This is an optimization exercise on Yosys and OpenROAD, whose aim is small area, a short achievable clock period and few clock cycles per item, not a production implementation. RTL that was checked went through simulation tests only; none was proved equivalent to the original.

v18:
// tone_engine
module tone_engine (
    input  wire        clk,
    input  wire        rst,
    input  wire        in_valid,
    output wire        in_ready,
    input  wire [6:0]  in_note,
    input  wire [13:0] in_bend,
    input  wire [6:0]  in_mod,
    input  wire [12:0] in_phase,
    input  wire [23:0] in_clock_hz,
    output reg         out_valid,
    input  wire        out_ready,
    output reg  [17:0] out_period
);
    reg  sk_valid;              
    reg  rdy;                   
    wire en = !sk_valid;        
    assign in_ready = rdy;
    reg v1;
    reg [6:0] r1_note;
    reg [13:0] r1_bend;
    reg [6:0] r1_mod;
    reg [12:0] r1_phase;
    reg [23:0] r1_clkhz;
    reg v2;
    reg [13:0] r2_bend;
    reg [23:0] r2_clkhz;
    reg [6:0] r2_note;
    reg [0:0] r2_q1;
    reg [22:0] r2_w;
    reg v3;
    reg [23:0] r3_clkhz;
    reg [25:0] r3_mp;
    reg v4;
    reg [23:0] r4_clkhz;
    reg [15:0] r4_m16;
    reg [3:0] r4_sel;
    wire [11:0] addr_j;
    wire [0:0] addr_q1;
    tone_addr u_addr (.phase(r1_phase), .j(addr_j), .q1(addr_q1));
    wire [15:0] sin_a;
    tone_sin u_sin (.j(addr_j), .a(sin_a));
    wire [22:0] mul_w;
    tone_mul u_mul (.mod(r1_mod), .a(sin_a), .w(mul_w));
    wire [23:0] nx_nx;
    tone_nx u_nx (.w(r2_w), .q1(r2_q1), .note(r2_note), .bend(r2_bend), .nx(nx_nx));
  ...
==> flow/config.mk <==
export PLATFORM = sky130hd
export DESIGN_NAME = tone_engine
export DESIGN_NICKNAME = tone_engine
export VERILOG_FILES = /design/flow/design.v
export SDC_FILE = /design/flow/constraint.sdc
export NUM_CORES = 4
export LEC_CHECK = 0
export ABC_AREA = 1
export CAP_MARGIN = 20
export CORE_MARGIN = 2
export CORE_UTILIZATION = 70
export CTS_CLUSTER_DIAMETER = 100
export CTS_CLUSTER_SIZE = 30
export SLEW_MARGIN = 20
export SYNTH_HIERARCHICAL = 1
export SYNTH_MEMORY_MAX_BITS = 131072
export SYNTH_MINIMUM_KEEP_SIZE = 0
==> flow/constraint.sdc <==
create_clock -name core_clock -period 50.0 [get_ports {clk}]
set_input_delay 10.0000 -clock core_clock [delete_from_list [all_inputs] [get_ports {clk}]]
set_output_delay 10.0000 -clock core_clock [all_outputs]
set_load 0.01 [all_outputs]
standard.sh (not shown) runs the stock make flow with config.mk's settings and CLKGATE_MAP_FILE= SYNTH_SCRIPT=/design/flow/synth_recipe.tcl, a recipe that flattens the netlist after the stock synthesis.
==> flow/flow/run.sh <==
#!/bin/bash
# Layout flow: the standard layout (standard.sh, unchanged synthesis and steps),
# except that the buffers buffer_ports puts on every input and output port are
# sky130_fd_sc_hd__buf_4 rather than the default clkdlybuf4s50_1 delay cell.
# The full make output goes to layout.log in the work folder; each ORFS step also
# keeps its own log under orfs/logs/.
set -euo pipefail
bash standard.sh BUFFER_PORTS_ARGS="-buffer_cell sky130_fd_sc_hd__buf_4" finish > layout.log 2>&1
#### Input delta (v1 over v18)
Settings: a change of CORE_UTILIZATION from 70 to 55.
Findings:
v1 | status: complete | timing, DRC, antenna: pass. For register area, v18 and v1 come out practically identical. Compared with v18, in v1 shortest clock period the worst path allows after layout -7.1 ps; setup slack +7.1 ps. Between v18 and v1, the arrival time of data at the critical path endpoint does not differ in any meaningful way. Changes observed in v1 relative to v18: proportion of cell area occupied by multi-input gates fell 0.53 points; routed length on met1 increased about 15%. Global-route met2 utilization, v1 and v18: higher on v18.
Function was not checked in any run of this note: the RTL went through the layout flow alone.

========
tone_engine, a different RTL version from the one above (not shown whole).
For scale: ~5,700 cells after synthesis, ~0.044 mm² of cells after synthesis.
clock: 50.0 ns
lec_check: 0
abc_area: 1
cap_margin: 20
core_margin: 2
core_utilization: 55
cts_cluster_diameter: 60
cts_cluster_size: 16
slew_margin: 20
synth_hierarchical: 1
synth_memory_max_bits: 131072
synth_minimum_keep_size: 0
Scripts as last shown in full above: flow/flow/run.sh
Testbench counts at the start, summed over its fixed seeds: cycles 32,040, items 32,000.
Change:
--- a/flow/config.mk
+++ b/flow/config.mk
@@ -12,2 +11,0 @@
-export CTS_CLUSTER_DIAMETER = 60
-export CTS_CLUSTER_SIZE = 16
Core utilization is about the same.
Setup slack improved by 0.029 ns.
Sequential share of layout area stays flat.
Maximum frequency is about the same.
Cell area barely changes.
Routed wire length climbs slightly.

========
tone_engine, a different RTL version from the one above (not shown whole).
Size: about 5700 cells after synthesis, about 270 flip-flops, ~45000 um^2 of cells after synthesis.
==> flow/config.mk <==
export PLATFORM = sky130hd
export DESIGN_NAME = tone_engine
export DESIGN_NICKNAME = tone_engine
export VERILOG_FILES = /design/flow/design.v
export SDC_FILE = /design/flow/constraint.sdc
export NUM_CORES = 4
export LEC_CHECK = 0
export ABC_AREA = 1
export CAP_MARGIN = 20
export CORE_MARGIN = 2
export CORE_UTILIZATION = 55
export SLEW_MARGIN = 20
export SYNTH_HIERARCHICAL = 1
export SYNTH_MEMORY_MAX_BITS = 131072
export SYNTH_MINIMUM_KEEP_SIZE = 0
==> flow/constraint.sdc <==
create_clock -name core_clock -period 50.0 [get_ports {clk}]
set_input_delay 10.0000 -clock core_clock [delete_from_list [all_inputs] [get_ports {clk}]]
set_output_delay 10.0000 -clock core_clock [all_outputs]
set_load 0.01 [all_outputs]
run.sh (not shown) runs the stock make flow with config.mk's settings and CLKGATE_MAP_FILE= SYNTH_SCRIPT=/design/flow/synth_recipe.tcl, a recipe that flattens the netlist after the stock synthesis.
Stock flow here: none of the scripts above is used.
Testbench counts at the start, summed over its fixed seeds: cycles 32,040, items 32,000.
Rerun with:
==> flow/flow/run.sh (new file) <==
#!/bin/bash
# Layout flow: the standard layout (standard.sh, unchanged synthesis and steps),
# except that the buffers buffer_ports puts on every input and output port are
# sky130_fd_sc_hd__buf_4 rather than the default clkdlybuf4s50_1 delay cell.
# The full make output goes to layout.log in the work folder; each ORFS step also
# keeps its own log under orfs/logs/.
set -euo pipefail
bash standard.sh BUFFER_PORTS_ARGS="-buffer_cell sky130_fd_sc_hd__buf_4" finish > layout.log 2>&1
==> flow/standard.sh (new file) <==
#!/bin/bash
# synth_recipe.tcl (not shown) runs the flow's synth.tcl, then flattens the netlist and writes it again
# the make line also repeats each setting of config.mk as NAME=value (left out here)
make -C /OpenROAD-flow-scripts/flow DESIGN_CONFIG=/design/flow/config.mk WORK_HOME=/design/flow/orfs CLKGATE_MAP_FILE= SYNTH_SCRIPT=/design/flow/synth_recipe.tcl "${@:-finish}"
removed: flow/run.sh
=>
- The new run finished clean
- setup slack is better by 0.37 ns
- routed wire length went up by 0.32%
- cell count stays flat
- design area went down by 0.46%
- count of clock-buffer cells in the layout went up by 1
- register-to-register slack gains 0.47 ns
- sequential cell count is unchanged
- first-iteration DRC count grows by 8.2%
- via count hardly moves
- global-route usage climbs by 0.16 points

[afterwards: timing with drivers on the ports]
In the flow no input, the clock included, has a driving cell. The finished layouts below were timed again as built, in two steps.
Step 1, drivers: a clkbuf_16 drives clk and a buf_2 each remaining input, both assumed.
Step 2, shift: input delay + t, output delay - t, t = (earliest + latest rising clock arrival at the registers) / 2. This alone moves slack from input paths to output paths.
Slacks: no drivers / after step 1 / after step 2; pairs: no drivers / after step 1.
| run | t, ns | setup slack, ns | clock arrival spread, ns | slew at the worst register clock pin (ns) | cell pins on the clock port's net |
|---|---|---|---|---|---|
| v18 | 0.632 | 38.838 / 38.771 / 38.742 | 0.038 / 0.038 | 0.11 / 0.11 | 1 |
| v1 | 0.653 | 38.845 / 38.775 / 38.764 | 0.037 / 0.036 | 0.11 / 0.11 | 1 |
| the first run of note 2 | 0.637 | 38.841 / 38.776 / 38.797 | 0.049 / 0.049 | 0.07 / 0.07 | 1 |
| the second run of note 2 | 0.639 | 38.870 / 38.804 / 38.793 | 0.041 / 0.040 | 0.07 / 0.07 | 1 |
| the first run of note 3 | 0.647 | 38.563 / 38.494 / 38.532 | 0.067 / 0.067 | 0.08 / 0.08 | 1 |
| the second run of note 3 | 0.633 | 38.933 / 38.864 / 38.851 | 0.047 / 0.047 | 0.07 / 0.07 | 1 |
After both steps setup and hold are still met in every run listed. The setup slack of v18, which loses most, moves by -0.067 ns with the drivers and by -0.096 ns with both steps.
